Context: an optimization exercise on an open-source flow, tuned for small area. The choices shown serve that exercise and are no tape-out recipe. Only simulation tests tie the RTL to the original design; equivalence was not proved. Power and IR drop assume default switching activity.

== job 101 ==
Design copycat_core, start of the top module:
module copycat_core (
    input  wire       clk,
    input  wire       rst,         
    input  wire [2:0] in_raw,      
    output reg        out_sig,
    output reg        out_stat,
    output wire [7:0] nvm_addr,
    output wire [7:0] nvm_wdata,
    input  wire [7:0] nvm_rdata,
    output wire       nvm_rd,
    output wire       nvm_wr,
    input  wire       nvm_ready,
    output wire       wdt_kick
);
For scale: ~35 I/O pins, about 2500 sq um of cells after synthesis.
==> flow/config.mk <==
export PLATFORM = sky130hd
export DESIGN_NAME = copycat_core
export DESIGN_NICKNAME = copycat_core
export VERILOG_FILES = /design/flow/design.v
export SDC_FILE = /design/flow/constraint.sdc
export NUM_CORES = 4
export LEC_CHECK = 0
export CAP_MARGIN = 20
export CORE_MARGIN = 2
export CORE_UTILIZATION = 40
export SLEW_MARGIN = 20
==> flow/constraint.sdc <==
create_clock -name core_clock -period 10.0 [get_ports {clk}]
set_input_delay 2.0000 -clock core_clock [delete_from_list [all_inputs] [get_ports {clk}]]
set_output_delay 2.0000 -clock core_clock [all_outputs]
set_load 0.01 [all_outputs]
standard.sh (not shown) runs the stock make flow with config.mk's settings and CLKGATE_MAP_FILE= SYNTH_SCRIPT=/design/flow/synth_recipe.tcl, a recipe that flattens the netlist after the stock synthesis.
==> flow/flow/run.sh <==
#!/bin/bash
# Own layout flow: the standard synthesis, its combinational logic re-mapped
# for area by ABC (registers untouched), then the standard layout with the
# smallest buffer cell on the ports and the clock tree options in flow/cts_args.txt.
set -euo pipefail
R=orfs/results/${FLOW_PLATFORM}/copycat_core/base
LIB=${FLOW_HOME}/platforms/${FLOW_PLATFORM}/lib/sky130_fd_sc_hd__tt_025C_1v80.lib
YOSYS=${FLOW_HOME}/../tools/install/yosys/bin/yosys
[[ -x $YOSYS ]] || YOSYS=yosys

bash standard.sh synth > 1_standard_synth.log 2>&1
cp $R/1_2_yosys.v standard_netlist.v
sed -e "s#LIBFILE#${LIB}#g" -e "s#TOPNAME#${FLOW_TOP}#g" flow/resynth.ys > resynth_run.ys
$YOSYS -s resynth_run.ys > 2_resynth.log 2>&1
cp resynth_netlist.v $R/1_2_yosys.v
touch $R/1_2_yosys.v

export BUFFER_PORTS_ARGS="-buffer_cell sky130_fd_sc_hd__buf_1"
export CTS_ARGS="$(cat flow/cts_args.txt)"
bash standard.sh > 3_standard_layout.log 2>&1
Other scripts of this flow, unchanged in this note and not shown: flow/flow/cts_args.txt, flow/flow/resynth.abc, flow/flow/resynth.ys
Relative to job 101, the following input files were edited for job 103:
- SLEW_MARGIN: 20 -> 0
- CAP_MARGIN: 20 -> 0
==> notes.md <==
Job 103 against job 101: multi-input gate share of the layout cell area dropped 0.28 points, final cell count without fillers barely changed, final clock period utilization by the worst path barely changed.

* * *

copycat_core, a different RTL version from the one above (not shown whole).
For scale: roughly 330 cells after synthesis, about 56 flip-flops, ~35 I/O pins, ~0.0029 sq mm of cells after synthesis.
make LEC_CHECK=0 CAP_MARGIN=20 CORE_MARGIN=2 CORE_UTILIZATION=40 CTS_BUF_LIST=sky130_fd_sc_hd__clkbuf_16 CTS_CLUSTER_DIAMETER=300 CTS_CLUSTER_SIZE=60 SLEW_MARGIN=20 finish   # period 10.0 ns
run.sh (not shown) runs the stock make flow with config.mk's settings and CLKGATE_MAP_FILE= SYNTH_SCRIPT=/design/flow/synth_recipe.tcl, a recipe that flattens the netlist after the stock synthesis.
Stock flow here: none of the scripts above is used.
==> next run, changes <==
==> flow/flow/run.sh (new file) <==
#!/bin/bash
# Standard layout, with the port buffers made of the smallest buffer cell.
set -euo pipefail
export BUFFER_PORTS_ARGS="-buffer_cell sky130_fd_sc_hd__buf_1"
bash standard.sh > standard.log 2>&1
==> flow/standard.sh (new file) <==
#!/bin/bash
# synth_recipe.tcl (not shown) runs the flow's synth.tcl, then flattens the netlist and writes it again
# the make line also repeats each setting of config.mk as NAME=value (left out here)
make -C /OpenROAD-flow-scripts/flow DESIGN_CONFIG=/design/flow/config.mk WORK_HOME=/design/flow/orfs CLKGATE_MAP_FILE= SYNTH_SCRIPT=/design/flow/synth_recipe.tcl "${@:-finish}"
- CTS_BUF_LIST: sky130_fd_sc_hd__clkbuf_16 -> default
- CTS_CLUSTER_DIAMETER: 300 -> default
- CTS_CLUSTER_SIZE: 60 -> default
removed: flow/run.sh
Result: The new run completed with no timing, DRC or antenna violations; area after synthesis stays the same; worst hold slack hardly moves; final cell count is unchanged; sequential power hardly moves.

## re-timing with driven ports
The flow's constraints put no driver on any port. The routed layouts listed below were extracted and timed again, unchanged, in two steps. Step 1, drivers: a clkbuf_16 drives clk and a buf_2 each remaining input, both assumed. Step 2 adds t to the input delays and takes it off the output delays; t is the mean of the earliest and latest rising clock arrival at the registers after step 1. Input paths then give back, and output paths get back, about the clock's delay inside the block. Three values: ideal, step 1, step 2; two values: the first two.
| run | t (ns) | setup WS [ns] | hold slack, ns | worst setup path at the end | worst data-port slew with drivers (ns) |
|---|---|---|---|---|---|
| job 101 | 0.329 | 6.015 / 5.988 / 6.317 | 0.436 / 0.436 / 0.436 | register to output | 0.04 |
| job 103 | 0.327 | 6.014 / 5.987 / 6.314 | 0.436 / 0.436 / 0.436 | register to output | 0.03 |
| the first run of note 2 | 0.321 | 5.774 / 5.741 / 6.062 | 0.456 / 0.456 / 0.456 | register to output | 0.04 |
| the second run of note 2 | 0.331 | 6.146 / 6.118 / 6.449 | 0.455 / 0.455 / 0.455 | register to output | 0.03 |
After both steps setup and hold are still met in every run listed.
